What follows belongs to an exercise in optimizing a design on an open flow for small area, a short achievable clock period and few clock cycles per item; a production flow would make more cautious choices.
Only simulation tests tie the RTL to the original design; equivalence was not proved.
No activity file was given, so power comes from the tool's default toggle rates.

[flow/design.v]
module affine_perm_engine (
    input  wire        clk,
    input  wire        rst,
    input  wire        start,
    input  wire [1:0]  mode,       
    input  wire [15:0] width,
    input  wire [15:0] height,
    input  wire [15:0] key_a,
    input  wire [15:0] key_b,
    input  wire [15:0] key_c,
    input  wire [15:0] key_d,
    input  wire [15:0] key_tx,
    input  wire [15:0] key_ty,
    output wire        ready,
    output wire        out_valid,
    input  wire        out_ready,
    output wire [23:0] out_tgt,
    output wire        out_drop,
    output wire        done,
    output wire        key_err,
    output wire [15:0] detn,
    output wire [15:0] detinv,
    output wire [24:0] dropped
);
    localparam ST_IDLE = 2'd0;
    localparam ST_PRE  = 2'd1;
    localparam ST_STRM = 2'd2;
    localparam ST_DONE = 2'd3;
    reg [1:0]  state;
    reg [3:0]  st;                
    reg        fwd, rev;          
    reg [15:0] x, y;              
    reg [15:0] SX, KR;            
    reg [24:0] P, PR;             
    reg [15:0] CX, CY;            
    reg [23:0] GX, GY;            
    reg [32:0] S, SR, T, TR;      
    reg [24:0] N;                 
    reg        xwe, ywe;          
    reg        ov, pend;
    reg [23:0] tgt_r;
    reg        drop_r;
    reg [31:0] cnt;               
    reg        key_err_r;
    reg  [15:0] W, H, ka, kb, kc, kd;
    always @(posedge clk) begin
        W  <= width;
        H  <= height;
        ka <= key_a;
        kb <= key_b;
        kc <= key_c;
        kd <= key_d;
    end
    function [33:0] bk;
        input [33:0] a, b;
        input        ci;
        reg   [33:0] g, p, G, Pp;
        integer i, l;
        begin
            g = a & b; p = a ^ b;
            G = g; Pp = p;
            G[0] = g[0] | (p[0] & ci);
            for (l = 1; l < 34; l = l * 2)
                for (i = 2*l-1; i < 34; i = i + 2*l) begin
                    G[i]  = G[i] | (Pp[i] & G[i-l]);
                    Pp[i] = Pp[i] & Pp[i-l];
                end
            for (l = 16; l >= 1; l = l / 2)
                for (i = 3*l-1; i < 34; i = i + 2*l) begin
                    G[i]  = G[i] | (Pp[i] & G[i-l]);
                    Pp[i] = Pp[i] & Pp[i-l];
                end
            bk[0] = p[0] ^ ci;
            for (i = 1; i < 34; i = i + 1) bk[i] = p[i] ^ G[i-1];
        end
    endfunction
    function [24:0] madd;
        input [24:0] a, b, m;
        input        sub, nomod;
        reg   [33:0] s, t, cs, cc, za, zb, zm;
        begin
            za = {9'd0, a};
            zb = sub ? ~{9'd0, b} : {9'd0, b};
            zm = sub ? {9'd0, m} : ~{9'd0, m};
            cs = za ^ zb ^ zm;
            cc = ((za & zb) | (za & zm) | (zb & zm)) << 1;
            s  = bk(za, zb, sub);
            t  = bk(cs, cc, 1'b1);
            if (nomod)    madd = s[24:0];
            else if (sub) madd = s[33] ? t[24:0] : s[24:0];
            else          madd = t[33] ? s[24:0] : t[24:0];
        end
    endfunction
    wire sa = ka[15], sb = kb[15], sc = kc[15], sd = kd[15];
    wire stx = key_tx[15], sty = key_ty[15];
    wire        lfwd = fwd;    
    reg         e1_on, e1_neg, e1_acc, e1_none, e1_sg;
    reg  [1:0]  e1_ms;            
    reg  [24:0] e1_x;
    reg  [15:0] e1_y;             
    reg         e2_on, e2_neg, e2_acc, e2_srch, e2_sg;
    reg  [15:0] e2_x;
    reg  [15:0] e2_y;
    always @(*) begin
        e1_on = 1'b0; e1_neg = 1'b0; e1_acc = 1'b0; e1_none = 1'b0; e1_ms = 2'd0;
        e1_x = 25'd1; e1_y = 16'd0; e1_sg = 1'b0;
        e2_on = 1'b0; e2_neg = 1'b0; e2_acc = 1'b0; e2_srch = 1'b0;
        e2_x = 16'd1; e2_y = 16'd0; e2_sg = 1'b0;
        if (lfwd) begin
            case (st + 4'd1)
                4'd1: begin    
                    e1_on = 1'b1; e1_none = 1'b1; e1_x = {9'd0, width}; e1_y = height;
                    e2_on = 1'b1; e2_y = key_a; e2_sg = 1'b1; e2_neg = key_a[15];
                end
                4'd2: begin    
                    e1_on = 1'b1; e1_ms = 2'd1; e1_y = kb; e1_sg = 1'b1; e1_neg = sb;
                    e2_on = 1'b1; e2_y = key_tx; e2_sg = 1'b1; e2_neg = stx;
                end
                4'd3: begin    
                    e1_on = 1'b1; e1_x = {9'd0, W}; e1_y = kc; e1_sg = 1'b1; e1_neg = sc;
                end
                4'd4: begin    
                    e1_on = 1'b1; e1_x = {9'd0, W}; e1_y = kd; e1_sg = 1'b1; e1_neg = sd;
                end
                4'd5: begin    
                    e1_on = 1'b1; e1_x = {9'd0, W}; e1_y = key_ty; e1_sg = 1'b1; e1_neg = sty;
                end
                default: ;
            endcase
        end else begin
            case (st + 4'd1)
                4'd1: begin    
                    e1_on = 1'b1; e1_none = 1'b1; e1_x = {9'd0, width}; e1_y = height;
                    e2_on = 1'b1; e2_y = key_a; e2_sg = 1'b1; e2_neg = key_a[15];
                end
                4'd2: begin    
                    e1_on = 1'b1; e1_ms = 2'd1; e1_y = kc; e1_sg = 1'b1; e1_neg = sc;
                    e2_on = 1'b1; e2_x = SX; e2_y = kd; e2_sg = 1'b1; e2_neg = sd;
                end
                4'd3: begin    
                    e1_on = 1'b1; e1_ms = 2'd2; e1_y = key_ty; e1_sg = 1'b1; e1_neg = sty;
                    e2_on = 1'b1; e2_x = P[15:0]; e2_y = kb; e2_sg = 1'b1; e2_neg = ~sb; e2_acc = 1'b1;
                end
                4'd4: begin    
                    e1_on = 1'b1; e1_ms = 2'd2; e1_y = key_ty; e1_sg = 1'b1;
                    e2_srch = 1'b1;
                end
                4'd5: begin    
                    e1_on = 1'b1; e1_ms = 2'd1; e1_x = {9'd0, cnt[15:0]}; e1_y = kc; e1_sg = 1'b1; e1_neg = ~sc;
                    e2_on = 1'b1; e2_x = cnt[15:0]; e2_y = kd; e2_sg = 1'b1; e2_neg = sd;
                end
                4'd6: begin    
                    e1_on = 1'b1; e1_ms = 2'd1; e1_x = {9'd0, cnt[15:0]}; e1_y = ka; e1_sg = 1'b1; e1_neg = sa;
                    e2_on = 1'b1; e2_x = cnt[15:0]; e2_y = kb; e2_sg = 1'b1; e2_neg = ~sb;
                end
                4'd7: begin    
                    e1_on = 1'b1; e1_x = {9'd0, W}; e1_y = GX[15:0];
                    e2_on = 1'b1; e2_x = SX; e2_y = Hm1; e2_neg = 1'b1;
                end
                4'd8: begin    
                    e1_on = 1'b1; e1_x = {9'd0, W}; e1_y = GY[15:0];
                    e2_on = 1'b1; e2_y = key_tx; e2_sg = 1'b1; e2_neg = stx;
                end
                4'd9: begin    
                    e1_on = 1'b1; e1_x = {1'b0, GX}; e1_y = Wm1; e1_neg = 1'b1;
                    e2_on = 1'b1; e2_y = key_tx; e2_sg = 1'b1;
                end
                4'd10: begin   
                    e1_on = 1'b1; e1_x = {1'b0, GX}; e1_y = SX; e1_neg = ~stx;
                    e2_on = 1'b1; e2_x = CY; e2_y = TR[15:0]; e2_neg = ~sty;
                end
                4'd11: begin   
                    e1_on = 1'b1; e1_x = {1'b0, GY}; e1_y = key_ty; e1_sg = 1'b1; e1_neg = ~sty; e1_acc = 1'b1;
                    e2_on = 1'b1; e2_x = CX; e2_y = key_tx; e2_sg = 1'b1; e2_neg = ~stx; e2_acc = 1'b1;
                end
                default: ;
            endcase
        end
    end
    reg         y_ng, y_seen, x_ng, x_seen, cur_neg1, cur_neg2;
    wire        y_bit  = y[0] ^ (y_ng & y_seen);
    wire        x_bit  = x[0] ^ (x_ng & x_seen);
    wire        y_fin  = y_ng ? (y_seen && (y == 16'hFFFF)) : (y == 16'd0);
    wire        x_fin  = x_ng ? (x_seen && (x == 16'hFFFF)) : (x == 16'd0);
    wire [3:0] last_st = fwd ? 4'd5 : 4'd11;
    reg        cur_srch;
    reg  [1:0] cur_ms;            
    reg        cur_none;
    wire       in_strm = (state == ST_STRM);
    wire [24:0] M1 = (cur_ms == 2'd1) ? {9'd0, W} :
                     (cur_ms == 2'd2) ? {9'd0, H} : N;
    wire [33:0] x1w = bk({18'd0, x}, 34'd0, 1'b1);
    wire [33:0] y1w = bk({18'd0, y}, 34'd0, 1'b1);
    wire [15:0] x1 = x1w[15:0];
    wire [15:0] y1 = y1w[15:0];
    reg  lastx, lasty, wrapx, wrapy;
    wire [33:0] wm1w = bk({18'd0, W}, ~34'd0, 1'b0);
    wire [33:0] hm1w = bk({18'd0, H}, ~34'd0, 1'b0);
    wire [15:0] Wm1 = wm1w[15:0];
    wire [15:0] Hm1 = hm1w[15:0];
    wire [15:0] nx_x = lastx ? 16'd0 : x1;
    wire [15:0] nx_y = y1;
    wire [15:0] sx_add = madd({9'd0, SX}, {9'd0, in_strm ? CX : KR}, {9'd0, W}, cur_neg2 & ~in_strm, 1'b0);
    wire [15:0] kr_add = madd({9'd0, KR}, {9'd0, in_strm ? (wrapy ? S[15:0] : CY) : KR}, {9'd0, W}, 1'b0, 1'b0);
    wire [24:0] p_add  = madd(P, in_strm ? {1'b0, (wrapx ? TR[23:0] : GX)} : PR, M1, cur_neg1 & ~in_strm, cur_none & ~in_strm);
    wire [24:0] pr_add = madd(PR, in_strm ? {1'b0, GY} : PR, M1, 1'b0, cur_none & ~in_strm);
    wire sneg = fwd && S[32] && (SX != 16'd0);
    wire tneg = fwd && T[32] && (P[23:0] != 24'd0);
    wire [33:0] o_a = {18'd0, SX};
    wire [33:0] o_b = {9'd0, P};
    wire [33:0] o_c = sneg ? ~{18'd0, W} : 34'd0;
    wire [33:0] o_d = tneg ? ~{9'd0, N}  : 34'd0;
    wire [33:0] o_s1 = o_a ^ o_b ^ o_c;
    wire [33:0] o_c1 = ((o_a & o_b) | (o_a & o_c) | (o_b & o_c)) << 1;
    wire [33:0] o_s2 = o_s1 ^ o_c1 ^ o_d;
    wire [33:0] o_c2 = (((o_s1 & o_c1) | (o_s1 & o_d) | (o_c1 & o_d)) << 1) | {33'd0, sneg};
    wire [33:0] tgt_calc = bk(o_s2, o_c2, tneg);
    wire drop_calc = tgt_calc[33];
    wire v_end  = (cnt[15:0] == W);
    wire s_fin  = v_end || (SX == 16'd1);
    wire pre_fin = y_fin && (cur_srch ? s_fin : x_fin);
    wire [33:0] cnt1 = bk({2'd0, cnt}, 34'd0, 1'b1);
    wire adv = in_strm && pend && (!ov || out_ready);
    wire [33:0] xt_dec = bk({18'd0, SR[15:0]}, ~34'd0, 1'b0);
    wire [33:0] yt_dec = bk({18'd0, T[15:0]}, ~34'd0, 1'b0);
    wire do_load = (state == ST_IDLE && start) ||
                   (state == ST_PRE && pre_fin && st != last_st &&
                    !(cur_srch && (v_end || !rev)));
    always @(posedge clk) begin
        if (rst) begin
            state     <= ST_IDLE;
            ov        <= 1'b0;
            pend      <= 1'b0;
            key_err_r <= 1'b0;
            cnt       <= 32'd0;
            st        <= 4'd0;
            cur_srch  <= 1'b0;
            fwd       <= 1'b0;
            rev       <= 1'b0;
        end else begin
            if (do_load) begin
                st       <= st + 4'd1;
                cur_ms   <= e1_ms;
                cur_none <= e1_none;
                cur_srch <= e2_srch;
                cur_neg1 <= e1_neg;
                cur_neg2 <= e2_neg;
                if (e1_on) begin
                    PR     <= e1_x;
                    y      <= e1_y;
                    y_ng   <= e1_sg & e1_y[15];
                    y_seen <= 1'b0;
                    if (!e1_acc) P <= 25'd0;
                end
                if (e2_on) begin
                    KR     <= e2_x;
                    x      <= e2_y;
                    x_ng   <= e2_sg & e2_y[15];
                    x_seen <= 1'b0;
                    if (!e2_acc) SX <= 16'd0;
                end
                if (e2_srch) begin
                    KR   <= SX;
                    cnt  <= {SX, 16'd1};
                    x    <= 16'd0;
                    x_ng <= 1'b0;
                    cur_neg2 <= 1'b0;
                end
            end
            case (state)
                ST_IDLE: begin
                    if (start) begin
                        state     <= ST_PRE;
                        fwd       <= (mode == 2'b00);
                        rev       <= (mode == 2'b01);
                        key_err_r <= 1'b0;
                        cnt       <= 32'd0;
                        S  <= {{17{key_tx[15]}}, key_tx};
                        SR <= {{17{key_tx[15]}}, key_tx};
                        T  <= {{17{key_ty[15]}}, key_ty};
                        TR <= {{17{key_ty[15]}}, key_ty};
                    end
                end
                ST_PRE: begin
                    if (!pre_fin) begin
                        if (!y_fin) begin
                            if (y_bit) P <= p_add;
                            PR     <= pr_add;
                            y      <= {y_ng, y[15:1]};
                            y_seen <= y_seen | y[0];
                        end
                        if (cur_srch) begin
                            if (!s_fin) begin
                                cnt <= cnt1[31:0];
                                SX  <= sx_add;
                            end
                        end else if (!x_fin) begin
                            if (x_bit) SX <= sx_add;
                            KR     <= kr_add;
                            x      <= {x_ng, x[15:1]};
                            x_seen <= x_seen | x[0];
                        end
                    end else begin
                        if (fwd) begin
                            case (st)
                                4'd1: begin N <= P; CX <= SX; end
                                4'd2: CY <= P[15:0];
                                4'd3: GX <= P[23:0];
                                4'd4: GY <= P[23:0];
                                default: ;
                            endcase
                        end else begin
                            case (st)
                                4'd1: N  <= P;
                                4'd3: T  <= {16'd0, sty, P[15:0]};       
                                4'd4: TR <= {17'd0, P[15:0]};            
                                4'd5: begin GX <= P[23:0]; CX <= SX; end
                                4'd6: begin GY <= P[23:0]; CY <= SX; end
                                4'd7: begin GX <= P[23:0]; S  <= {17'd0, SX}; end
                                4'd8: begin GY <= P[23:0]; SR <= {16'd0, stx, SX}; end
                                4'd9: TR <= {9'd0, P[23:0]};             
                                default: ;
                            endcase
                        end
                        if (cur_srch) begin
                            if (v_end) begin
                                key_err_r <= 1'b1;
                                cnt[15:0] <= 16'd0;
                                state     <= ST_DONE;
                            end else if (!rev) begin
                                state <= ST_DONE;
                            end
                        end else if (st == last_st) begin
                            KR    <= SX;
                            PR    <= P;
                            x     <= 16'd0;
                            y     <= 16'd0;
                            pend  <= 1'b1;
                            xwe   <= rev & (stx | (SR[15:0] != key_tx));
                            ywe   <= rev & (sty | (T[15:0] != key_ty));
                            if (rev) begin
                                SR[15:0] <= stx ? xt_dec[15:0] : SR[15:0];
                                T[15:0]  <= sty ? yt_dec[15:0] : T[15:0];
                            end
                            lastx <= (W == 16'd1);
                            lasty <= (H == 16'd1);
                            wrapx <= rev & (stx | (SR[15:0] != key_tx)) & ((stx ? xt_dec[15:0] : SR[15:0]) == 16'd0);
                            wrapy <= rev & (sty | (T[15:0] != key_ty)) & ((sty ? yt_dec[15:0] : T[15:0]) == 16'd0);
                            state <= ST_STRM;
                        end
                    end
                end
                ST_STRM: begin
                    if (ov && out_ready && drop_r) cnt <= cnt1[31:0];
                    if (adv) begin
                        tgt_r  <= tgt_calc[23:0];
                        drop_r <= drop_calc;
                        ov     <= 1'b1;
                        lastx  <= (nx_x == Wm1);
                        wrapx  <= xwe && (nx_x == SR[15:0]);
                        if (lastx && lasty) begin
                            pend <= 1'b0;
                        end else if (lastx) begin
                            x  <= 16'd0;
                            y  <= y1;
                            lasty <= (nx_y == Hm1);
                            wrapy <= ywe && (nx_y == T[15:0]);
                            KR <= kr_add;
                            SX <= kr_add;
                            PR <= pr_add;
                            P  <= pr_add;
                            if (fwd) begin
                                SR <= bk({1'b0, SR}, {{18{kb[15]}}, kb}, 1'b0);
                                S  <= bk({1'b0, SR}, {{18{kb[15]}}, kb}, 1'b0);
                                TR <= bk({1'b0, TR}, {{18{kd[15]}}, kd}, 1'b0);
                                T  <= bk({1'b0, TR}, {{18{kd[15]}}, kd}, 1'b0);
                            end
                        end else begin
                            x  <= x1;
                            SX <= sx_add;
                            P  <= p_add;
                            if (fwd) begin
                                S <= bk({1'b0, S}, {{18{ka[15]}}, ka}, 1'b0);
                                T <= bk({1'b0, T}, {{18{kc[15]}}, kc}, 1'b0);
                            end
                        end
                    end else if (ov && out_ready) begin
                        ov <= 1'b0;
                    end
                    if (!pend && (!ov || out_ready)) begin
                        ov    <= 1'b0;
                        state <= ST_DONE;
                    end
                end
                ST_DONE: begin
                    state <= ST_IDLE;
                    st    <= 4'd0;
                end
                default: state <= ST_IDLE;
            endcase
        end
    end
    assign ready     = (state == ST_IDLE);
    assign out_valid = ov;
    assign out_tgt   = tgt_r;
    assign out_drop  = drop_r;
    assign done      = (state == ST_DONE);
    assign key_err   = key_err_r;
    assign detn      = cnt[31:16];
    assign detinv    = cnt[15:0];
    assign dropped   = fwd ? cnt[24:0] : 25'd0;
endmodule
[flow/run.sh]
#!/bin/bash
# synth_recipe.tcl (not shown) runs the flow's synth.tcl, then flattens the netlist and writes it again
# the make line also repeats each setting of config.mk as NAME=value (left out here)
make -C /OpenROAD-flow-scripts/flow DESIGN_CONFIG=/design/flow/config.mk WORK_HOME=/design/flow/orfs CLKGATE_MAP_FILE= SYNTH_SCRIPT=/design/flow/synth_recipe.tcl finish
[flow/config.mk]
export PLATFORM = sky130hd
export DESIGN_NAME = affine_perm_engine
export DESIGN_NICKNAME = affine_perm_engine
export VERILOG_FILES = /design/flow/design.v
export SDC_FILE = /design/flow/constraint.sdc
export NUM_CORES = 4
export LEC_CHECK = 0
export CAP_MARGIN = 20
export CORE_MARGIN = 2
export CORE_UTILIZATION = 40
export PLACE_DENSITY = 0.6
export SLEW_MARGIN = 20
[flow/constraint.sdc]
create_clock -name core_clock -period 13.5 [get_ports {clk}]
set_input_delay 2.7000 -clock core_clock [delete_from_list [all_inputs] [get_ports {clk}]]
set_output_delay 2.7000 -clock core_clock [all_outputs]
set_load 0.01 [all_outputs]
==> results of run 1 <==
==> layout make-up <==
cell class | instances | area [um2] | share of cell area [%]
Clock inverter | 35 | 382.9 | 0.6793
Multi-Input combinational cell | 4079 | 32490 | 57.64
Tap cell | 1637 | 2048 | 3.634
Antenna cell | 6 | 15.01 | 0.02664
Inverter | 372 | 1399 | 2.482
Timing Repair Buffer | 375 | 3398 | 6.029
Sequential cell | 531 | 14550 | 25.81
Clock buffer | 98 | 2087 | 3.703
==> layout by cell type, fill, tap and decap left out, types with 22 or more instances in the layout <==
cell and instances:
sky130_fd_sc_hd__xor2_1 185, sky130_fd_sc_hd__a31oi_1 80, sky130_fd_sc_hd__nand3_1 53, sky130_fd_sc_hd__edfxtp_1 391, sky130_fd_sc_hd__nand2_1 418, sky130_fd_sc_hd__inv_1 368
sky130_fd_sc_hd__and3_1 39, sky130_fd_sc_hd__mux2_2 29, sky130_fd_sc_hd__and2_1 46, sky130_fd_sc_hd__a221o_1 63, sky130_fd_sc_hd__a21o_1 118, sky130_fd_sc_hd__o211ai_1 55
sky130_fd_sc_hd__o22ai_1 22, sky130_fd_sc_hd__or2_2 25, sky130_fd_sc_hd__nand4_1 46, sky130_fd_sc_hd__nor3_1 68, sky130_fd_sc_hd__dfxtp_1 139, sky130_fd_sc_hd__nor4_1 49
sky130_fd_sc_hd__o21ai_0 313, sky130_fd_sc_hd__o221ai_1 31, sky130_fd_sc_hd__xnor2_1 187, sky130_fd_sc_hd__buf_4 153, sky130_fd_sc_hd__a221oi_1 50, sky130_fd_sc_hd__a22o_1 39
sky130_fd_sc_hd__ha_1 387, sky130_fd_sc_hd__fa_1 278, sky130_fd_sc_hd__o21a_1 27, sky130_fd_sc_hd__nor2b_1 57, sky130_fd_sc_hd__a222oi_1 71, sky130_fd_sc_hd__mux2i_1 130
sky130_fd_sc_hd__a22oi_1 137, sky130_fd_sc_hd__clkdlybuf4s50_1 219, sky130_fd_sc_hd__nand2b_1 41, sky130_fd_sc_hd__nor2_1 338, sky130_fd_sc_hd__a211oi_1 72, sky130_fd_sc_hd__clkbuf_16 78
sky130_fd_sc_hd__a21oi_1 350
==> per-stage QoR <==
step                instance area, um2  setup slack, ps  hold WS, ps  std cells  power (uW)
finish                           56360             6951        519.3       7133       18620
CTS                              56280             6947        512.3       7124       18360
global placement                 53810             6756        499.7       6991       16020
global route                     56350             6553        528.3       7127       19920
detailed placement               53810             6683        502.5       6991       16230
floorplan                        49490             5568        459.6       5310       11980
==> registers in the layout, summed over array words and instances (netlist names), 24 cells and up <==
name,flops
GX,24
GY,24
N,25
P,25
PR,25
S,33
SR,33
T,33
TR,33
cnt,32
tgt_r,24
==> worst max-delay path: stages, from the launching register on <==
cell and delay [ps]:
sky130_fd_sc_hd__dfxtp_1 350, sky130_fd_sc_hd__inv_1 200, sky130_fd_sc_hd__ha_4 570, sky130_fd_sc_hd__clkinv_1 580
sky130_fd_sc_hd__buf_8 330, sky130_fd_sc_hd__nand2_1 70, sky130_fd_sc_hd__o21ai_0 210, sky130_fd_sc_hd__fa_1 510
sky130_fd_sc_hd__a211oi_1 220, sky130_fd_sc_hd__o21bai_1 190, sky130_fd_sc_hd__o41ai_1 400, sky130_fd_sc_hd__a21oi_1 180
sky130_fd_sc_hd__a211oi_1 550, sky130_fd_sc_hd__a211oi_1 350, sky130_fd_sc_hd__o221ai_4 630, sky130_fd_sc_hd__buf_4 390
sky130_fd_sc_hd__mux2_2 370, sky130_fd_sc_hd__o21ai_0 170
==> cell families (layout without fill, tap and decap cells) <==
logic type               count (synthesis)  count (layout)  share of synthesized area, %
flip-flops                             531             531                         29.39
AO/OA/AOI/OAI                         1609            1609                         22.11
buffers and inverters                  700             880                         5.428
AND/OR/NAND/NOR                       1271            1271                         12.09
multiplexers                           159             159                         3.289
XOR/XNOR                               372             372                         6.583
other                                    0               6                             0
adder cells (fa/ha/maj)                668             668                         21.11
==> path summary, 6_finish.rpt <==
path / to / slack [ps] / startpoint
max: P[4] / 6950 / state[0]
min reg2reg: pend / 520 / pend
max reg2reg: P[4] / 6950 / state[0]
min: pend / 520 / pend
==> power groups by stage <==
stage                     clock (uW)  sequential (uW)  combinational (uW)
final                           2070             3200               13300
after global routing            2130             3230               14500
after CTS                       2080             3180               13100
after detailed placement           0             3200               13000
after global placement             0             3200               12800
after floorplan                    0             2910                9070
==> metal layers <==
metal | up-vias | track usage (%) | wire length, um
met4 | 14 | 21.85 | 17080
met1 | 22740 | 45.92 | 86960
li1 | 19800 | - | -
met3 | 738 | 8.830 | 27110
met2 | 3154 | 53.57 | 98740
met5 | - | 0.2264 | 82
==> summary.txt, run 1 <==
- # Post-CTS Setup Buffers: 0
- Die area: 126600 um2
- First-pass GRT wire length: about 320 mm
- Number of buffers inserted for hold repair after clock tree synthesis: 0
- Total routing usage reported by global routing: 35.59%
- Warnings, synthesis: 1
- Post-synthesis cell area: ~49000 um2
- Maximum capacitance violations: 0
- Number of nets with antenna violations after detailed routing: 0
- Clock transition time at the flip-flop clock pins of the worst setup and hold paths: 70 ps
- Clock group share of total power: 11.1%
- Max-slew headroom at the worst pin: 15.34%
- Run status: timing/DRC/antenna clean
- Worst setup SP type: flip-flop
- Total congestion overflow: 0
- Number of vias in the routed layout: 46.44k
- Antenna violations before repair: 11
- Final RePlAce weighted congestion: 1.052
- Critical Path AT: around 7000 ps
- Number of enable flip-flop cells after synthesis: 391
- Critical path type: reg -> reg
- TritonCTS Buffers: 72
- Number of cells on the worst reg-to-reg path: 17
- Mean post-synth cell area: 9.320 um2
- Via count of the first global-routing pass: 44.43k
- Router iterations before antenna repair: 10
- Setup TNS Final: 0 ps
- Starting utilization of the core area: about two fifths
- Sequential group share of total power: 17.2%
- IO buf count: 219
- Worst clock skew on the final layout: 46.54 ps
- Sw Ratio: a little over half
- Layout Area Growth over Synthesis: 13.89%
- Commonest cells in the netlist: sky130_fd_sc_hd__nand2_1, sky130_fd_sc_hd__edfxtp_1, sky130_fd_sc_hd__ha_1, sky130_fd_sc_hd__inv_1, sky130_fd_sc_hd__a21oi_1
- Final Hold Violating Endpoints: 0
- Final worst-path cycle share: 48.51%
- Top-count cell post-synth: sky130_fd_sc_hd__nand2_1
- Internal power: slightly below 9000 uW
- Power density of the placed cells: ~330 nW/um2
- Core Region: 123300 um2
- Number of design rule violations left after detail routing: 0
- Area contributors post-synth: sky130_fd_sc_hd__edfxtp_1, sky130_fd_sc_hd__fa_1, sky130_fd_sc_hd__ha_1
- Worst Tran Pin Value: approximately 1300 ps
- X dimension of the die: 355.7 um
- Resized cells post-CTS: 0
- Num rows: 129
- Count of unique library cells instantiated by Yosys: 94
- Sinks on Clock Net: approximately 530
- Number of nets at the end of the flow: between 6k and 7k
- Maximum buffer depth of the clock tree: 3
- Max rail drop VDD: about 330 uV
- Type of element capturing the critical path: flip-flop
- Instance count of the mapped netlist: ~5.3k
- Largest area contributor in the netlist: sky130_fd_sc_hd__edfxtp_1
- DP HPWL: 174.9 mm
- Min Clock Period, post-route: 6549 ps
- Leakage power total: 0.02281 uW
- Fin util: 45.71%
- Cell depth of the worst min-delay path: 2
- H-tree lvl count: 3
- Logic pwr share: around 72%
- Largest net degree at the start of global routing: 62
- Max Clk Rate: 152.7 MHz
- Proportion of synthesized chip area in sequential cells: 29.39%
- Final count of pins violating max slew: 0
- Vias per cell: 6.511
- Number of fillers in the final layout: around 12k
- RSZ-0062 raised after global routing: false
- Ratio of cells with drive above 1 in the final layout: 7.122%
- Portion of synthesized cell area occupied by the leading cell type: 23.72%
- Most frequently used flop master after synthesis: sky130_fd_sc_hd__edfxtp_1
- Sw power: 9741 uW
- Clock tree root driver cell: sky130_fd_sc_hd__clkbuf_16
- Routed wire length: 230.0 mm
- CP Data Required Time: 14020 ps
- Initial DRC Count: 6802
- Fraction of synthesis flops using an asynchronous set or reset pin: 0%
- Class of the most critical hold timing path: reg -> reg
- Crit path max fanout: 38
- CTS tree: yes
- Yosys reg bits: about 530
- Number of top-level design ports: 220
- Overall die height: 355.7 um
- Number of setup violations in the final report: 0
- Synthesized netlist net count: 6112
- Source-to-sink clock delay at the later pin of the worst-skew pair: 690 ps
- Mean routed wirelength per cell: roughly 32 um
Testbench counts, summed over its fixed seeds: cycles 28,123, indices 21,815.
==> run 2: changes to the inputs <==
--- a/flow/design.v
+++ b/flow/design.v
@@ -113,16 +113,14 @@
                     e2_on = 1'b1; e2_y = key_a; e2_sg = 1'b1; e2_neg = key_a[15];
                 end
                 4'd2: begin    
-                    e1_on = 1'b1; e1_ms = 2'd1; e1_y = kb; e1_sg = 1'b1; e1_neg = sb;
-                    e2_on = 1'b1; e2_y = key_tx; e2_sg = 1'b1; e2_neg = stx;
-                end
-                4'd3: begin    
                     e1_on = 1'b1; e1_x = {9'd0, W}; e1_y = kc; e1_sg = 1'b1; e1_neg = sc;
+                    e2_on = 1'b1; e2_y = kb; e2_sg = 1'b1; e2_neg = sb;
                 end
-                4'd4: begin    
+                4'd3: begin    
                     e1_on = 1'b1; e1_x = {9'd0, W}; e1_y = kd; e1_sg = 1'b1; e1_neg = sd;
+                    e2_on = 1'b1; e2_y = key_tx; e2_sg = 1'b1; e2_neg = stx;
                 end
-                4'd5: begin    
+                4'd4: begin    
                     e1_on = 1'b1; e1_x = {9'd0, W}; e1_y = key_ty; e1_sg = 1'b1; e1_neg = sty;
                 end
                 default: ;
@@ -182,7 +180,7 @@
     wire        x_bit  = x[0] ^ (x_ng & x_seen);
     wire        y_fin  = y_ng ? (y_seen && (y == 16'hFFFF)) : (y == 16'd0);
     wire        x_fin  = x_ng ? (x_seen && (x == 16'hFFFF)) : (x == 16'd0);
-    wire [3:0] last_st = fwd ? 4'd5 : 4'd11;
+    wire [3:0] last_st = fwd ? 4'd4 : 4'd11;
     reg        cur_srch;
     reg  [1:0] cur_ms;            
     reg        cur_none;
@@ -216,7 +214,7 @@
     wire [33:0] o_c2 = (((o_s1 & o_c1) | (o_s1 & o_d) | (o_c1 & o_d)) << 1) | {33'd0, sneg};
     wire [33:0] tgt_calc = bk(o_s2, o_c2, tneg);
     wire drop_calc = tgt_calc[33];
-    wire v_end  = (cnt[15:0] == W);
+    wire v_end  = (cnt[15:0] == W) || (cnt[31:16] == 16'd0) || (~cnt[16] && ~W[0]);
     wire s_fin  = v_end || (SX == 16'd1);
     wire pre_fin = y_fin && (cur_srch ? s_fin : x_fin);
     wire [33:0] cnt1 = bk({2'd0, cnt}, 34'd0, 1'b1);
@@ -304,9 +302,8 @@
                         if (fwd) begin
                             case (st)
                                 4'd1: begin N <= P; CX <= SX; end
-                                4'd2: CY <= P[15:0];
-                                4'd3: GX <= P[23:0];
-                                4'd4: GY <= P[23:0];
+                                4'd2: begin GX <= P[23:0]; CY <= SX; end
+                                4'd3: GY <= P[23:0];
                                 default: ;
                             endcase
                         end else begin
--- a/flow/config.mk
+++ b/flow/config.mk
@@ -7,6 +7,6 @@
 export LEC_CHECK = 0
 export CAP_MARGIN = 20
 export CORE_MARGIN = 2
-export CORE_UTILIZATION = 40
-export PLACE_DENSITY = 0.6
+export CORE_UTILIZATION = 60
+export PLACE_DENSITY = 0.75
 export SLEW_MARGIN = 20
==> run 2 against run 1 <==
  * Still clean on timing, DRC and antenna
  * Fmax shrank 4.1%
  * Non-clock buffer count shrank 22
  * First-iteration DRC count increased by 15%
  * Area after synthesis rose by 0.33%
  * Cell count fell by 7.2%
  * Sequential power fell by 2%
  * Global-route usage increased by 13 points
  * Via count up 2.0%
  * Flip-flop and latch count unchanged
  * Count of clock-buffer cells in the layout shrank 9
  * Critical endpoint is now PR[19]
==> summary.txt, run 2 <==
- Run status: timing/DRC/antenna clean
- Critical path type: reg -> reg
- Setup TNS Final: 0 ps
- Sequential group share of total power: about 17%
- Fraction of synthesis flops using an asynchronous set or reset pin: 0%
- Routed wire length: 212.7 mm
- Vias per cell: around 7
- Clock transition time at the flip-flop clock pins of the worst setup and hold paths: ~60 ps
- Class of the most critical hold timing path: reg -> reg
- Mean routed wirelength per cell: around 32 um
- TritonCTS Buffers: 67
- Length of routed met3 wiring: 32.21 mm
- Total routing usage reported by global routing: 48.96%
- Sw Ratio: between 50 and 60%
- Instance count of the mapped netlist: 5388
- Proportion of synthesized chip area in sequential cells: 29.29%
- First-pass GRT wire length: ~300 mm
- Synthesized netlist net count: 6192
- Post-synthesis cell area: approximately 50000 um2
- Worst slack at placement: 6670 ps
- Area contributors post-synth: sky130_fd_sc_hd__edfxtp_1, sky130_fd_sc_hd__fa_1, sky130_fd_sc_hd__ha_1
- Clock tree root driver cell: sky130_fd_sc_hd__clkbuf_16
- Starting utilization of the core area: 60.57%
- Min Clock Period, post-route: between 6000 and 7000 ps
- X dimension of the die: between 200 and 300 um
- IO buf count: 219
- H-tree lvl count: 3
- Power density of the placed cells: 325.4 nW/um2
- Router iterations before antenna repair: 10
- Number of nets at the end of the flow: about 6.3k
- Crit path max fanout: 157
- Final worst setup slack: 6669 ps
- CP Data Required Time: 13980 ps
- Maximum buffer depth of the clock tree: 3
- Most common cell after layout, fill and taps aside: sky130_fd_sc_hd__nand2_1
- Critical Path AT: 7310 ps
- DP HPWL: 158.7 mm
- Area post-placement: approximately 53000 um2
- Antenna violations before repair: 13
- Number of setup violations in the final report: 0
- Ratio of cells with drive above 1 in the final layout: around 6.5%
- Post-Layout Inst Area: about 55000 um2
- Layout Area Growth over Synthesis: 11.76%
- Highest metal used: met5
- Worst setup SP type: flip-flop
- Total congestion overflow: 0
- Top-count cell post-synth: sky130_fd_sc_hd__nand2_1
- Final count of pins violating max slew: 0
- Max Clk Rate: 146.4 MHz
- Warnings, synthesis: 1
- Via count of the first global-routing pass: 44.44k
- Internal power: 8603 uW
- Mean post-synth cell area: 9.215 um2
- Worst clock skew on the final layout: 26.29 ps
- Number of buffers inserted for hold repair after clock tree synthesis: 0
- # Post-CTS Setup Buffers: 0
- Max-slew headroom at the worst pin: 10.81%
- Max rail drop VDD: 356.9 uV
- Type of element capturing the critical path: flip-flop
- Number of enable flip-flop cells after synthesis: 391
- Overall die height: 291.7 um
- Clock group share of total power: between 10% and 20%
- Leakage power total: 0.02274 uW
- Number of design rule violations left after detail routing: 0
- Count of unique library cells instantiated by Yosys: 100
- Die area: between 80000 and 90000 um2
- Source-to-sink clock delay at the later pin of the worst-skew pair: 640 ps
- Final Hold Violating Endpoints: 0
- Commonest cells in the netlist: sky130_fd_sc_hd__nand2_1, sky130_fd_sc_hd__ha_1, sky130_fd_sc_hd__edfxtp_1, sky130_fd_sc_hd__inv_1, sky130_fd_sc_hd__a21oi_1
- CTS tree: yes
- Number of nets with antenna violations after detailed routing: 0
- Num rows: 105
- Final worst-path cycle share: 50.60%
- Largest area contributor in the netlist: sky130_fd_sc_hd__edfxtp_1
- Most frequently used flop master after synthesis: sky130_fd_sc_hd__edfxtp_1
- Yosys reg bits: 531
- Wl on met1: 73.44 mm
- Sinks on Clock Net: 531
- Number of vias in the routed layout: 47.39k
- Largest net degree at the start of global routing: 158
- Resized cells post-CTS: 0
- Number of top-level design ports: 220
- Metal2 WL: 85.54 mm
- Logic pwr share: 71.8%
- Core Region: around 82000 um2
- Final RePlAce weighted congestion: 1.110
- Commonest cells after routing, fill and taps aside: sky130_fd_sc_hd__nand2_1, sky130_fd_sc_hd__edfxtp_1, sky130_fd_sc_hd__ha_1, sky130_fd_sc_hd__inv_1, sky130_fd_sc_hd__a21oi_1
- Portion of synthesized cell area occupied by the leading cell type: 23.65%
- Sw power: 9456 uW
- Maximum capacitance violations: 0
- Initial DRC Count: 7801
- Worst Tran Pin Value: 1338 ps
- RSZ-0062 raised after global routing: false
## run 2: cell count changes in the layout (fill, tap and decap cells not counted), sizes merged, moves of 22 or more
cell    delta
nand2     +97
nand3     +34
xnor2     +30
xor2      -28
a222oi    -23
buf       -22
## run 2: path summary, 6_finish.rpt
check        startpoint     end  slack [ps]  cells past startpoint
max            state[0]  PR[19]        6670                     20
min                pend    pend         520                      2
max reg2reg    state[0]  PR[19]        6670                     20
min reg2reg        pend    pend         520                      2
## run 2: metal layers
layer / up-vias / global-route usage (%)
li1: 19960 / -
met4: 8 / 39.02
met5: - / 1.361
met1: 22310 / 61.95
met3: 1016 / 15.31
met2: 4097 / 68.94
## run 2: cell families (layout without fill, tap and decap cells)
kind of cell             count (synthesis)  in the layout  synth area share (%)
multiplexers                           153            153                 3.142
adder cells (fa/ha/maj)                670            670                 21.09
buffers and inverters                  692            850                 5.390
AND/OR/NAND/NOR                       1373           1373                 12.86
AO/OA/AOI/OAI                         1595           1595                 21.63
other                                    0              6                     0
flip-flops                             531            531                 29.29
XOR/XNOR                               374            374                 6.597
## run 2: area by class of cell
type,count,area (um2)
clock buffers,89,1882
flip-flops and latches,531,14550
repair buffers,353,3231
fillers,6676,26490
well taps,1070,1339
clock inverters,35,405.4
inverters,373,1403
multi-input cells,4165,32670
diodes,6,15.01
## run 2: power by group through the flow
stage | sequential (uW) | combinational [uW] | clock [uW]
final | 3140 | 13000 | 1950
after global routing | 3160 | 14000 | 1980
after CTS | 3090 | 12500 | 1930
after detailed placement | 3120 | 12400 | 0
after global placement | 3110 | 12000 | 0
after floorplan | 2870 | 8890 | 0
## run 2: stage by stage
stage	cells	total power (uW)	utilization [%]	hold slack, ps
2_1_floorplan	5388	11760	-	459.4
6_report	6622	18060	67.69	519.0
3_3_place_gp	6491	15160	64.83	484.5
4_1_cts	6616	17540	67.66	502.1
3_5_place_dp	6492	15520	64.87	492.3
5_1_grt	6616	19130	67.67	545.1
## run 2: critical path, cell delays in order (launching register included)
cell	delay, ps
sky130_fd_sc_hd__dfxtp_1	350
sky130_fd_sc_hd__inv_1	200
sky130_fd_sc_hd__ha_4	720
sky130_fd_sc_hd__buf_12	570
sky130_fd_sc_hd__nand2_1	80
sky130_fd_sc_hd__o21ai_0	160
sky130_fd_sc_hd__inv_1	140
sky130_fd_sc_hd__fa_1	560
sky130_fd_sc_hd__inv_1	60
sky130_fd_sc_hd__ha_1	280
sky130_fd_sc_hd__nor2b_1	150
sky130_fd_sc_hd__o31ai_1	370
sky130_fd_sc_hd__a21oi_1	200
sky130_fd_sc_hd__a31oi_1	560
sky130_fd_sc_hd__o21a_1	350
sky130_fd_sc_hd__o221ai_1	190
sky130_fd_sc_hd__nand2_1	110
sky130_fd_sc_hd__buf_4	430
sky130_fd_sc_hd__mux2i_1	570
sky130_fd_sc_hd__a22oi_1	180
sky130_fd_sc_hd__o221ai_1	200
Testbench counts of run 2, summed over its fixed seeds: cycles 27,568, indices 21,815.
==> run 3: changes to the inputs <==
--- a/flow/config.mk
+++ b/flow/config.mk
@@ -7,6 +7,6 @@
 export LEC_CHECK = 0
 export CAP_MARGIN = 20
 export CORE_MARGIN = 2
-export CORE_UTILIZATION = 60
-export PLACE_DENSITY = 0.75
+export CORE_UTILIZATION = 40
+export PLACE_DENSITY = 0.6
 export SLEW_MARGIN = 20
==> run 3 against run 2 <==
  * Clock power increased by 3%
  * First-iteration DRC count is 5.7% lower
  * Sequential power about the same
  * Critical path depth is 4 higher
  * Cell count rose by 9.0%
  * Design area up 1.6%
==> summary.txt, run 3 <==
- Overall die height: 356.3 um
- Cell with the most instances on the worst path: sky130_fd_sc_hd__a21o_1
- Class of the most critical hold timing path: reg -> reg
- Area contributors post-synth: sky130_fd_sc_hd__edfxtp_1, sky130_fd_sc_hd__fa_1, sky130_fd_sc_hd__ha_1
- Critical register-to-register path endpoint: P[23]
- Resized cells post-CTS: 0
- Number of setup violations in the final report: 0
- Multi-input gate area in the final layout: 32660 um2
- Worst slack at placement: 6700 ps
- Fin util: between 40 and 50%
- Source-to-sink clock delay at the later pin of the worst-skew pair: 700 ps
- Cells along the critical path: inv_1 > ha_4 > inv_2 > buf_4 > o21ai_0 > fa_1 > inv_1 > fa_1 > inv_1 > a21o_1 > a311oi_1 > a21o_1 > o31a_1 > o21ai_0 > a31oi_1 > o21ai_0 > a21o_1 > a21o_1 > fa_1 > xnor2_1 > nand2_1 > o31ai_1 > a211oi_1 > a311o_1
- Max-slew headroom at the worst pin: 23.64%
- Total routing usage reported by global routing: 35.28%
- Instance count of the mapped netlist: 5388
- Max rail drop VDD: 170.3 uV
- Cell depth of the worst min-delay path: 2
- Critical Path AT: 7340 ps
- Family with the most delay on the worst path: compound AO/OA/AOI/OAI gates
- Warnings, synthesis: 1
- Clock group share of total power: ~11%
- Yosys reg bits: 531
- Proportion of synthesized chip area in sequential cells: 29.29%
- RSZ-0062 raised after global routing: false
- Setup TNS Final: 0 ps
- X dimension of the die: 356.3 um
- DP HPWL: 174.5 mm
- Logic pwr share: approximately 70%
- Delay contributed by the slowest stage of the critical path: 550 ps
- Clock transition time at the flip-flop clock pins of the worst setup and hold paths: 60 ps
- Final worst setup slack: 6583 ps
- Worst Tran Pin Value: 1137 ps
- Num rows: 129
- Core Region: 123500 um2
- Largest area contributor in the netlist: sky130_fd_sc_hd__edfxtp_1
- Antenna violations before repair: 14
- Clock tree root driver cell: sky130_fd_sc_hd__clkbuf_16
- Hold path startpoint: pend
- Commonest cells in the netlist: sky130_fd_sc_hd__nand2_1, sky130_fd_sc_hd__ha_1, sky130_fd_sc_hd__edfxtp_1, sky130_fd_sc_hd__inv_1, sky130_fd_sc_hd__a21oi_1
- Final worst-path cycle share: 51.24%
- Die area: 127000 um2
- Count of unique library cells instantiated by Yosys: 100
- Total congestion overflow: 0
- Number of enable flip-flop cells after synthesis: 391
- TritonCTS Buffers: 72
- Sequential cell area in the final layout: 14550 um2
- Reg2Reg Setup Slack: 6580 ps
- Crit. path cell count: 24
- Sw power: 9478 uW
- Endpoint, Worst Hold: pend
- Most common cell after layout, fill and taps aside: sky130_fd_sc_hd__nand2_1
- Ratio of cells with drive above 1 in the final layout: 6.907%
- Layout Area Growth over Synthesis: 13.55%
- Most frequently used flop master after synthesis: sky130_fd_sc_hd__edfxtp_1
- Sw Ratio: 52.49%
- Final Hold Violating Endpoints: 0
- Type of element capturing the critical path: flip-flop
- Largest net degree at the start of global routing: 66
- Crit path max fanout: 36
- CP max-delay cell: sky130_fd_sc_hd__ha_4
- Number of nets at the end of the flow: between 6k and 7k
- Critical path type: reg -> reg
- CP Data Required Time: 13930 ps
- First-pass GRT wire length: 322.4 mm
- Initial DRC Count: 7360
- Sinks on Clock Net: 531
- H-tree lvl count: 3
- Routed wire length: roughly 230 mm
- Number of buffers inserted for hold repair after clock tree synthesis: 0
- Mean post-synth cell area: 9.215 um2
- Leakage power total: 0.02288 uW
- Final RePlAce weighted congestion: ~1.1
- Number of design rule violations left after detail routing: 0
- Internal power: 8578 uW
- Via count of the first global-routing pass: 43.79k
- Final count of pins violating max slew: 0
- CTS tree: yes
- IO buf count: 219
- Synthesized netlist net count: 6192
- Reg-to-Reg Start: state[0]
- Worst setup SP type: flip-flop
- WP buf/inv: 5
- Commonest cells after routing, fill and taps aside: sky130_fd_sc_hd__nand2_1, sky130_fd_sc_hd__edfxtp_1, sky130_fd_sc_hd__ha_1, sky130_fd_sc_hd__inv_1, sky130_fd_sc_hd__a21oi_1
- Min Clock Period, post-route: 6917 ps
- Vias per cell: 6.428
- Starting utilization of the core area: 40.21%
- Worst clock skew on the final layout: 51.77 ps
- Sequential group share of total power: around 17%
- Fraction of synthesis flops using an asynchronous set or reset pin: 0%
- Maximum capacitance violations: 0
- Router iterations before antenna repair: 10
- Number of vias in the routed layout: 46.38k
- Maximum buffer depth of the clock tree: 3
- Mean routed wirelength per cell: 31.78 um
- Number of top-level design ports: 220
- Number of fillers in the final layout: approximately 12k
- Top-count cell post-synth: sky130_fd_sc_hd__nand2_1
- Post-synthesis cell area: 49650 um2
- Run status: timing/DRC/antenna clean
- # Post-CTS Setup Buffers: 0
- Power density of the placed cells: roughly 320 nW/um2
- Max Clk Rate: 144.6 MHz
- Number of cells on the worst reg-to-reg path: 24
- Portion of synthesized cell area occupied by the leading cell type: 23.65%
- Number of nets with antenna violations after detailed routing: 0
run 3: cell count changes in the layout (fill, tap and decap cells not counted), sizes merged:
cell / change
buf: +18
diode: -2
clkbuf: +7
inv: +5
clkinv: +5
clkinvlp: -2
bufinv: -5
run 3: logic make-up (layout without fill, tap and decap cells):
family | Yosys count | after routing | synth area share, %
buf+inv | 692 | 878 | 5.390
xor+xnor | 374 | 374 | 6.597
fa+ha+maj | 670 | 670 | 21.09
compound gates | 1595 | 1595 | 21.63
mux | 153 | 153 | 3.142
simple gates | 1373 | 1373 | 12.86
other cells | 0 | 4 | 0
flops | 531 | 531 | 29.29
run 3: how the worst max path moves through the flow:
stage          startpoint  endpoint  slack [ps]
4_1_cts          state[0]     P[23]        6690
5_1_grt          state[0]     P[23]        6200
3_5_place_dp     state[0]     P[23]        6700
2_1_floorplan         rst   cnt[17]        7160
3_3_place_gp    out_ready    SR[30]        6690
6_report         state[0]     P[23]        6580
run 3: per-layer routing:
layer  global-route usage (%)  part of all wire [%]  up-vias
met5                   0.1481                 0.027        -
met4                    21.46                   7.4       10
met3                    8.777                    12      662
met2                    51.39                    42     3058
met1                    47.05                    39    22660
li1                         -                     -    19990
run 3: tightest hold or removal path: stages, from the launching register on:
cell and delay [ps]:
sky130_fd_sc_hd__dfxtp_1 320, sky130_fd_sc_hd__o21ai_0 70, sky130_fd_sc_hd__a21oi_1 60
run 3: cell type report:
cell class / instances / share of cell area, %
Inverter: 373 / 2.488
Antenna cell: 4 / 0.01775
Tap cell: 1637 / 3.633
Clock inverter: 38 / 0.5637
Sequential cell: 531 / 25.80
Clock buffer: 96 / 3.648
Timing Repair Buffer: 371 / 5.921
Multi-Input combinational cell: 4165 / 57.93
run 3: power groups by stage:
stage,Sequential (uW),Clock [uW],Combinational (uW)
2_1_floorplan,2870,0,8890
3_3_place_gp,3110,0,12500
3_5_place_dp,3120,0,12600
4_1_cts,3090,2000,12700
5_1_grt,3150,2050,14200
6_report,3110,2000,12900
run 3: per-stage QoR:
stage	power (uW)	instances	area [um2]	hold slack [ps]
floorplan	11760	5388	49650	459.4
global placement	15570	7075	53950	478.5
detailed placement	15720	7075	53960	491.4
CTS	17780	7209	56330	500.2
global route	19390	7211	56370	508.3
finish	18060	7215	56380	503.4
==> run 4: changes to the inputs <==
--- a/flow/design.v
+++ b/flow/design.v
@@ -182,11 +182,11 @@
     wire        x_fin  = x_ng ? (x_seen && (x == 16'hFFFF)) : (x == 16'd0);
     wire [3:0] last_st = fwd ? 4'd4 : 4'd11;
     reg        cur_srch;
-    reg  [1:0] cur_ms;            
     reg        cur_none;
-    wire       in_strm = (state == ST_STRM);
-    wire [24:0] M1 = (cur_ms == 2'd1) ? {9'd0, W} :
-                     (cur_ms == 2'd2) ? {9'd0, H} : N;
+    reg        strm;              
+    wire       in_strm = strm;
+    reg        cur_mw, cur_mh;    
+    wire [24:0] M1 = cur_mw ? {9'd0, W} : cur_mh ? {9'd0, H} : N;
     wire [33:0] x1w = bk({18'd0, x}, 34'd0, 1'b1);
     wire [33:0] y1w = bk({18'd0, y}, 34'd0, 1'b1);
     wire [15:0] x1 = x1w[15:0];
@@ -198,10 +198,10 @@
     wire [15:0] Hm1 = hm1w[15:0];
     wire [15:0] nx_x = lastx ? 16'd0 : x1;
     wire [15:0] nx_y = y1;
-    wire [15:0] sx_add = madd({9'd0, SX}, {9'd0, in_strm ? CX : KR}, {9'd0, W}, cur_neg2 & ~in_strm, 1'b0);
+    wire [15:0] sx_add = madd({9'd0, SX}, {9'd0, in_strm ? CX : KR}, {9'd0, W}, cur_neg2, 1'b0);
     wire [15:0] kr_add = madd({9'd0, KR}, {9'd0, in_strm ? (wrapy ? S[15:0] : CY) : KR}, {9'd0, W}, 1'b0, 1'b0);
-    wire [24:0] p_add  = madd(P, in_strm ? {1'b0, (wrapx ? TR[23:0] : GX)} : PR, M1, cur_neg1 & ~in_strm, cur_none & ~in_strm);
-    wire [24:0] pr_add = madd(PR, in_strm ? {1'b0, GY} : PR, M1, 1'b0, cur_none & ~in_strm);
+    wire [24:0] p_add  = madd(P, in_strm ? {1'b0, (wrapx ? TR[23:0] : GX)} : PR, M1, cur_neg1, cur_none);
+    wire [24:0] pr_add = madd(PR, in_strm ? {1'b0, GY} : PR, M1, 1'b0, cur_none);
     wire sneg = fwd && S[32] && (SX != 16'd0);
     wire tneg = fwd && T[32] && (P[23:0] != 24'd0);
     wire [33:0] o_a = {18'd0, SX};
@@ -227,6 +227,7 @@
     always @(posedge clk) begin
         if (rst) begin
             state     <= ST_IDLE;
+            strm      <= 1'b0;
             ov        <= 1'b0;
             pend      <= 1'b0;
             key_err_r <= 1'b0;
@@ -238,7 +239,8 @@
         end else begin
             if (do_load) begin
                 st       <= st + 4'd1;
-                cur_ms   <= e1_ms;
+                cur_mw   <= (e1_ms == 2'd1);
+                cur_mh   <= (e1_ms == 2'd2);
                 cur_none <= e1_none;
                 cur_srch <= e2_srch;
                 cur_neg1 <= e1_neg;
@@ -344,6 +346,12 @@
                             wrapx <= rev & (stx | (SR[15:0] != key_tx)) & ((stx ? xt_dec[15:0] : SR[15:0]) == 16'd0);
                             wrapy <= rev & (sty | (T[15:0] != key_ty)) & ((sty ? yt_dec[15:0] : T[15:0]) == 16'd0);
                             state <= ST_STRM;
+                            strm  <= 1'b1;
+                            cur_neg1 <= 1'b0;
+                            cur_neg2 <= 1'b0;
+                            cur_none <= 1'b0;
+                            cur_mw   <= 1'b0;
+                            cur_mh   <= 1'b0;
                         end
                     end
                 end
@@ -386,6 +394,7 @@
                     end
                     if (!pend && (!ov || out_ready)) begin
                         ov    <= 1'b0;
+                        strm  <= 1'b0;
                         state <= ST_DONE;
                     end
                 end
==> run 4 against run 3 <==
  * Still clean on timing, DRC and antenna
  * Worst hold slack got worse by 37 ps
  * Synthesized cell count increased by 4.2%
  * Via count increased by 5.4%
  * Area after synthesis increased by 2.2%
  * Design area increased by 2.3%
  * Sequential share of layout area decreased by 0.52 points
  * Critical path type unchanged
==> summary.txt, run 4 <==
- Run status: timing/DRC/antenna clean
- Final RePlAce weighted congestion: 1.071
- Area contributors post-synth: sky130_fd_sc_hd__edfxtp_1, sky130_fd_sc_hd__fa_1, sky130_fd_sc_hd__ha_1
- Num rows: 130
- Mean post-synth cell area: 9.034 um2
- Core Region: roughly 130000 um2
- Clock transition time at the flip-flop clock pins of the worst setup and hold paths: 60 ps
- Final worst-path cycle share: ~54%
- Total routing usage reported by global routing: 37.14%
- Final count of pins violating max slew: 0
- Worst Tran Pin Value: 1221 ps
- Maximum buffer depth of the clock tree: 3
- Max-slew headroom at the worst pin: a little under a fifth
- Top-count cell post-synth: sky130_fd_sc_hd__nand2_1
- Number of nets at the end of the flow: 6527
- Number of nets with antenna violations after detailed routing: 0
- Met2 Resource Use GR: 53.59%
- Max Clk Rate: 137.3 MHz
- Met3 Resource Use GR: 10.79%
- Cells along the critical path: buf_4 > buf_4 > nand2_1 > o21a_1 > fa_1 > inv_1 > ha_1 > nand3_1 > or3_1 > a211oi_1 > o211ai_1 > o21ai_0 > a21o_1 > nand2_1 > a21oi_1 > o32ai_1 > a22o_1
- CP Data Required Time: 13950 ps
- Area post-placement: 54950 um2
- Number of top-level design ports: 220
- IO buf count: 219
- Launch point of the critical path: strm
- Number of cells on the worst reg-to-reg path: 17
- Vias per cell: 6.570
- Commonest cells in the netlist: sky130_fd_sc_hd__nand2_1, sky130_fd_sc_hd__inv_1, sky130_fd_sc_hd__a21oi_1, sky130_fd_sc_hd__ha_1, sky130_fd_sc_hd__edfxtp_1
- Post-synthesis cell area: 50730 um2
- Capturing instance or port of the critical path: P[11]
- Reg2Reg Setup Slack: just over 6000 ps
- Commonest cells after routing, fill and taps aside: sky130_fd_sc_hd__nand2_1, sky130_fd_sc_hd__inv_1, sky130_fd_sc_hd__a21oi_1, sky130_fd_sc_hd__edfxtp_1, sky130_fd_sc_hd__ha_1
- Router iterations before antenna repair: 9
- Number of setup violations in the final report: 0
- First-pass GRT wire length: 345.8 mm
- Crit path max fanout: 59
- H-tree lvl count: 3
- Clock tree root driver cell: sky130_fd_sc_hd__clkbuf_16
- Ratio of cells with drive above 1 in the final layout: 6.602%
- Class of the most critical hold timing path: reg -> reg
- Initial DRC Count: slightly below 8k
- TritonCTS Buffers: 75
- Min Clock Period, post-route: around 7300 ps
- CTS tree: yes
- Number of buffers inserted for hold repair after clock tree synthesis: 0
- Critical register-to-register path endpoint: P[11]
- Most common cell after layout, fill and taps aside: sky130_fd_sc_hd__nand2_1
- Source-to-sink clock delay at the later pin of the worst-skew pair: 710 ps
- RSZ-0062 raised after global routing: false
- Final Hold Violating Endpoints: 0
- Critical path type: reg -> reg
- Overall die height: 360.1 um
- Leakage power total: 0.02347 uW
- Type of element capturing the critical path: flip-flop
- Routed wire length: 247.0 mm
- Number of fillers in the final layout: 12.09k
- Maximum capacitance violations: 0
- Met1 Track Usage GR: 47.58%
- Proportion of synthesized chip area in sequential cells: 28.71%
- Count of unique library cells instantiated by Yosys: 89
- DP HPWL: about 190 mm
- Warnings, synthesis: 1
- Power density of the placed cells: 326.6 nW/um2
- Max rail drop VDD: 314.5 uV
- Antenna violations before repair: 23
- Most frequently used flop master after synthesis: sky130_fd_sc_hd__edfxtp_1
- Die area: around 130000 um2
- Mean routed wirelength per cell: 33.19 um
- Reg-to-Reg Start: strm
- Most crowded layer after global routing: met2
- CP max-delay cell: sky130_fd_sc_hd__a21o_1
- Resized cells post-CTS: 0
- Largest area contributor in the netlist: sky130_fd_sc_hd__edfxtp_1
- Worst setup SP type: flip-flop
- Delay contributed by the slowest stage of the critical path: 980 ps
- Via count of the first global-routing pass: 45.94k
- Largest net degree at the start of global routing: 75
- Portion of synthesized cell area occupied by the leading cell type: 23.14%
- Worst clock skew on the final layout: 32.77 ps
- Total congestion overflow: 0
- Post-Layout Inst Area: 57650 um2
- Critical Path AT: 7740 ps
- Layout Area Growth over Synthesis: 13.63%
- Sinks on Clock Net: 532
- # Post-CTS Setup Buffers: 0
- X dimension of the die: 360.1 um
- Setup TNS Final: 0 ps
- Yosys reg bits: 532
- Synthesized netlist net count: 6420
- Number of vias in the routed layout: 48.90k
- Fraction of synthesis flops using an asynchronous set or reset pin: 0%
- Number of design rule violations left after detail routing: 0
- Starting utilization of the core area: between 40% and 50%
- Number of enable flip-flop cells after synthesis: 391
- Instance count of the mapped netlist: around 5.6k
[run 4: how the worst min path moves through the flow]
stage,from,slack [ps],cells after the start,endpoint
after floorplan,key_err_r,490,2,key_err_r
after global placement,key_err_r,450,2,key_err_r
after detailed placement,key_err_r,460,2,key_err_r
after CTS,key_err_r,470,2,key_err_r
after global routing,key_err_r,510,2,key_err_r
final,key_err_r,470,2,key_err_r
[run 4: kinds of logic after synthesis]
family | synth area share (%)
AND/OR/NAND/NOR | 12.98
adder cells (fa/ha/maj) | 20.64
flip-flops | 28.71
buffers and inverters | 5.707
XOR/XNOR | 6.474
multiplexers | 2.979
AO/OA/AOI/OAI | 22.52
[run 4: report_power, final]
group	switching, uW	leakage (uW)	internal (uW)
Combinational	8380	0.0173	5060
Clock	897	0.00130	1310
Sequential	738	0.00487	2440
[run 4: layer usage]
metal	up-vias	wire length (um)	share of wire, %
li1	20730	-	-
met1	23840	92800	38
met2	3456	102100	41
met3	863	31060	13
met4	18	20920	8.5
met5	-	144	0.058
[run 4: through the flow]
stage	worst slack [ps]	std cells	power, uW	hold slack (ps)	utilization (%)
2_1_floorplan	4880	5616	11940	485.3	-
3_3_place_gp	6571	7294	15990	453.4	43.70
3_5_place_dp	6456	7294	16140	463.8	43.70
4_1_cts	6509	7434	18420	470.4	45.82
5_1_grt	6062	7437	20070	512.1	45.84
6_report	6216	7443	18830	466.6	45.85
[run 4: worst max-delay path: cells and delay by family (launching register included)]
kind	cells	cell delay, ps
AOI/OAI and AO/OA	8	3080
adders and majority gates	2	880
buffers and inverters	3	1430
DFF	1	700
and+or+nand+nor	4	800
[run 4: final cells by class]
cell class / instances / area [um2] / area share [%]
Antenna cell: 7 / 17.52 / 0.03039
Clock buffer: 91 / 2100 / 3.642
Clock inverter: 49 / 558.0 / 0.9680
Inverter: 415 / 1560 / 2.706
Multi-Input combinational cell: 4336 / 33510 / 58.12
Sequential cell: 532 / 14570 / 25.27
Tap cell: 1650 / 2064 / 3.581
Timing Repair Buffer: 363 / 3273 / 5.678
Testbench counts of run 4, summed over its fixed seeds: cycles 27,568, indices 21,815.
==> run 5: changes to the inputs <==
--- a/flow/design.v
+++ b/flow/design.v
@@ -198,8 +198,8 @@
     wire [15:0] Hm1 = hm1w[15:0];
     wire [15:0] nx_x = lastx ? 16'd0 : x1;
     wire [15:0] nx_y = y1;
-    wire [15:0] sx_add = madd({9'd0, SX}, {9'd0, in_strm ? CX : KR}, {9'd0, W}, cur_neg2, 1'b0);
-    wire [15:0] kr_add = madd({9'd0, KR}, {9'd0, in_strm ? (wrapy ? S[15:0] : CY) : KR}, {9'd0, W}, 1'b0, 1'b0);
+    wire [15:0] sx_add = madd({9'd0, SX}, {9'd0, pend ? CX : KR}, {9'd0, W}, cur_neg2, 1'b0);
+    wire [15:0] kr_add = madd({9'd0, KR}, {9'd0, pend ? (wrapy ? S[15:0] : CY) : KR}, {9'd0, W}, 1'b0, 1'b0);
     wire [24:0] p_add  = madd(P, in_strm ? {1'b0, (wrapx ? TR[23:0] : GX)} : PR, M1, cur_neg1, cur_none);
     wire [24:0] pr_add = madd(PR, in_strm ? {1'b0, GY} : PR, M1, 1'b0, cur_none);
     wire sneg = fwd && S[32] && (SX != 16'd0);
==> run 5 against run 4 <==
  * Still clean on timing, DRC and antenna
  * Clock power is 6% lower
  * Synthesized cell count is 0.89% lower
  * Fmax is 3.3% higher
  * Core utilization is 0.22 points lower
  * Via count is 0.58% lower
  * Sequential share of layout area is 0.19 points higher
  * First-iteration DRC count is 3.9% higher
  * Flip-flop and latch count stayed put
  * Worst hold slack better by 88 ps
  * Area after synthesis is 0.62% lower
  * Clock skew is 6.8 ps higher
  * Design area is 0.74% lower
  * Critical path type unchanged
  * Critical endpoint is now P[12]
  * Largest cell class unchanged
==> summary.txt, run 5 <==
- Class of the most critical hold timing path: reg -> reg
- Final worst-path cycle share: 52.24%
- Internal power: between 8000 and 9000 uW
- # Post-CTS Setup Buffers: 0
- Area post-placement: 54700 um2
- Proportion of synthesized chip area in sequential cells: roughly 29%
- Sinks on Clock Net: ~530
- Largest net degree at the start of global routing: 72
- Mean post-synth cell area: 9.058 um2
- Clock transition time at the flip-flop clock pins of the worst setup and hold paths: about 60 ps
- Worst clock skew on the final layout: just under 40 ps
- Final count of pins violating max slew: 0
- Worst Tran Pin Value: 1440 ps
- Warnings, synthesis: 1
- Number of setup violations in the final report: 0
- IO buf count: 219
- Critical Path AT: 7610 ps
- Max Clk Rate: roughly 140 MHz
- Worst setup SP type: flip-flop
- Number of nets with antenna violations after detailed routing: 0
- Starting utilization of the core area: 40.20%
- Number of design rule violations left after detail routing: 0
- Sw Ratio: approximately 54%
- Layout Area Growth over Synthesis: 13.49%
- Routed wire length: ~240 mm
- CTS tree: yes
- Most frequently used flop master after synthesis: sky130_fd_sc_hd__edfxtp_1
- Vias per cell: 6.583
- First-pass GRT wire length: 340.2 mm
- Run status: timing/DRC/antenna clean
- Maximum capacitance violations: 0
- Setup TNS Final: 0 ps
- Post-Layout Inst Area: 57220 um2
- Final RePlAce weighted congestion: 1.057
- Number of vias in the routed layout: between 40k and 50k
- Clock group share of total power: 10.8%
- Sw power: 10260 uW
- RSZ-0062 raised after global routing: false
- Synthesized netlist net count: 6370
- Yosys reg bits: 532
- CP Data Required Time: around 14000 ps
- Leakage power total: 0.02337 uW
- Number of enable flip-flop cells after synthesis: 391
- Max-slew headroom at the worst pin: 3.201%
- Post-synthesis cell area: around 50000 um2
- Count of unique library cells instantiated by Yosys: 85
- Top-count cell post-synth: sky130_fd_sc_hd__nand2_1
- Resized cells post-CTS: 0
- Power density of the placed cells: between 300 and 400 nW/um2
- Mean routed wirelength per cell: 32.82 um
- X dimension of the die: 359.0 um
- Sequential group share of total power: 16.8%
- Largest area contributor in the netlist: sky130_fd_sc_hd__edfxtp_1
- Antenna violations before repair: 11
- H-tree lvl count: 3
- Min Clock Period, post-route: 7053 ps
- Critical path type: reg -> reg
- Total routing usage reported by global routing: 36.43%
- Die area: about 130000 um2
- Clock tree root driver cell: sky130_fd_sc_hd__clkbuf_16
- Via count of the first global-routing pass: between 40k and 50k
- Ratio of cells with drive above 1 in the final layout: 6.349%
- Type of element capturing the critical path: flip-flop
- Number of top-level design ports: 220
- Maximum buffer depth of the clock tree: 3
- Portion of synthesized cell area occupied by the leading cell type: 23.29%
- Core Region: 125400 um2
- Overall die height: approximately 360 um
- Total chip power: 18970 uW
- Number of nets at the end of the flow: between 6k and 7k
- Instance count of the mapped netlist: 5566
- Number of buffers inserted for hold repair after clock tree synthesis: 0
- Final Hold Violating Endpoints: 0
- Area contributors post-synth: sky130_fd_sc_hd__edfxtp_1, sky130_fd_sc_hd__fa_1, sky130_fd_sc_hd__ha_1
- Source-to-sink clock delay at the later pin of the worst-skew pair: around 700 ps
- Fin util: a little under half
- Num rows: 130
- Max rail drop VDD: roughly 190 uV
- Total congestion overflow: 0
- Fraction of synthesis flops using an asynchronous set or reset pin: 0%
- Most common cell after layout, fill and taps aside: sky130_fd_sc_hd__nand2_1
- Logic pwr share: 72.4%
- Crit path max fanout: 71
- Commonest cells in the netlist: sky130_fd_sc_hd__nand2_1, sky130_fd_sc_hd__inv_1, sky130_fd_sc_hd__ha_1, sky130_fd_sc_hd__edfxtp_1, sky130_fd_sc_hd__a21oi_1
- Initial DRC Count: roughly 8k
- Commonest cells after routing, fill and taps aside: sky130_fd_sc_hd__nand2_1, sky130_fd_sc_hd__inv_1, sky130_fd_sc_hd__edfxtp_1, sky130_fd_sc_hd__ha_1, sky130_fd_sc_hd__a21oi_1
- TritonCTS Buffers: 72
- DP HPWL: 183.8 mm
- Router iterations before antenna repair: 10
==> run 5: changes by cell type after synthesis, sizes merged, moves of 13 or more <==
cell,before,now
o221ai,11,47
nand4,48,33
a221o,41,21
o21ai,326,381
a31oi,79,92
nand2,564,490
o22ai,84,45
xnor2,225,209
a21oi,403,387
inv,415,401
clkbuf,244,288
a21o,132,153
buf,89,40
a211oi,44,68
==> run 5: cell type report <==
type / instances / area (um2)
antenna: 2 / 5.005
clock buffer: 96 / 2108
clock inverter: 36 / 375.4
fill: 12020 / 68190
inverter: 406 / 1530
multi-input combinational: 4300 / 33300
sequential: 532 / 14570
tap: 1650 / 2064
timing repair buffer: 363 / 3269
==> run 5: cell families after synthesis <==
| kind of cell | after synthesis | synth area share, % |
|---|---|---|
| AO/OA/AOI/OAI | 1781 | 23.43 |
| AND/OR/NAND/NOR | 1333 | 12.03 |
| buffers and inverters | 734 | 5.514 |
| adder cells (fa/ha/maj) | 670 | 20.77 |
| flip-flops | 532 | 28.89 |
| XOR/XNOR | 369 | 6.410 |
| multiplexers | 147 | 2.961 |
==> run 5: through the flow <==
step | setup WS, ps | std cells | hold slack [ps]
after floorplan | 6192 | 5566 | 490.7
after global routing | 6063 | 7383 | 581.0
after detailed placement | 6518 | 7249 | 533.3
after CTS | 6502 | 7381 | 540.4
after global placement | 6657 | 7249 | 532.1
final | 6447 | 7385 | 554.9
==> run 5: path summary, 6_finish.rpt <==
kind,startpoint,endpoint,slack [ps],cells past startpoint
worst min-delay path,ov,ov,550,2
worst max register to register,strm,P[12],6450,18
worst min register to register,ov,ov,550,2
worst max-delay path,strm,P[12],6450,18
==> run 5: power by group through the flow <==
stage	combinational, uW	sequential [uW]	clock, uW
floorplan	9130	2890	0
global placement	13100	3180	0
detailed placement	13300	3190	0
CTS	13400	3160	2060
global route	14900	3220	2120
finish	13700	3190	2060
==> run 5: routing by layer <==
layer	GRT usage [%]	part of all wire, %	up-vias
met5	0	0.039	-
li1	-	-	20610
met1	46.88	37	23600
met2	52.82	41	3589
met4	24.14	8.0	13
met3	10.86	13	799
==> run 5: critical path, cell delays in order (launching register included) <==
cell                       delay (ps)
sky130_fd_sc_hd__dfxtp_4          620
sky130_fd_sc_hd__buf_4            710
sky130_fd_sc_hd__o21ai_0          330
sky130_fd_sc_hd__xnor2_1          290
sky130_fd_sc_hd__inv_1             90
sky130_fd_sc_hd__fa_1             510
sky130_fd_sc_hd__fa_1             420
sky130_fd_sc_hd__nand2b_1         180
sky130_fd_sc_hd__a21oi_1          310
sky130_fd_sc_hd__o2111a_1         310
sky130_fd_sc_hd__nor3b_1          100
sky130_fd_sc_hd__o31ai_1          570
sky130_fd_sc_hd__a211oi_1         260
sky130_fd_sc_hd__o22a_1           390
sky130_fd_sc_hd__a21oi_2          790
sky130_fd_sc_hd__buf_4            430
sky130_fd_sc_hd__mux2_2           370
sky130_fd_sc_hd__nand3_1           90
sky130_fd_sc_hd__o31a_1           140
Testbench counts of run 5, summed over its fixed seeds: cycles 27,568, indices 21,815.

-- static timing again, ports no longer ideal --
The flow's constraints put no driver on any port. The routed layouts listed below were extracted and timed again, unchanged, in two steps. Step 1 sets driving cells, clkbuf_16 on the clock port and buf_2 on the other inputs (assumed; they add their load-dependent delay and slew). Step 2, shift: input delay + t, output delay - t, t = (earliest + latest rising clock arrival at the registers) / 2. This alone moves slack from input paths to output paths. Three values: ideal, step 1, step 2; two values: the first two.
run | shift t [ns] | slack for setup (ns) | clock arrival spread, ns | worst register clock-pin slew, ns | worst slew at a driven data input, ns
run 1 | 0.746 | 6.951 / 6.951 / 6.416 | 0.047 / 0.047 | 0.07 / 0.07 | 0.07
run 2 | 0.700 | 6.669 / 6.669 / 6.669 | 0.027 / 0.026 | 0.07 / 0.07 | 0.05
run 3 | 0.755 | 6.583 / 6.583 / 6.583 | 0.053 / 0.052 | 0.07 / 0.07 | 0.04
run 4 | 0.770 | 6.216 / 6.216 / 6.216 | 0.033 / 0.033 | 0.07 / 0.07 | 0.06
run 5 | 0.754 | 6.447 / 6.447 / 6.447 | 0.040 / 0.039 | 0.07 / 0.07 | 0.07
After both steps setup and hold are still met in every run listed. For run 1, which loses most, drivers alone change the setup slack by 0.000 ns; drivers and shift together by -0.535 ns.
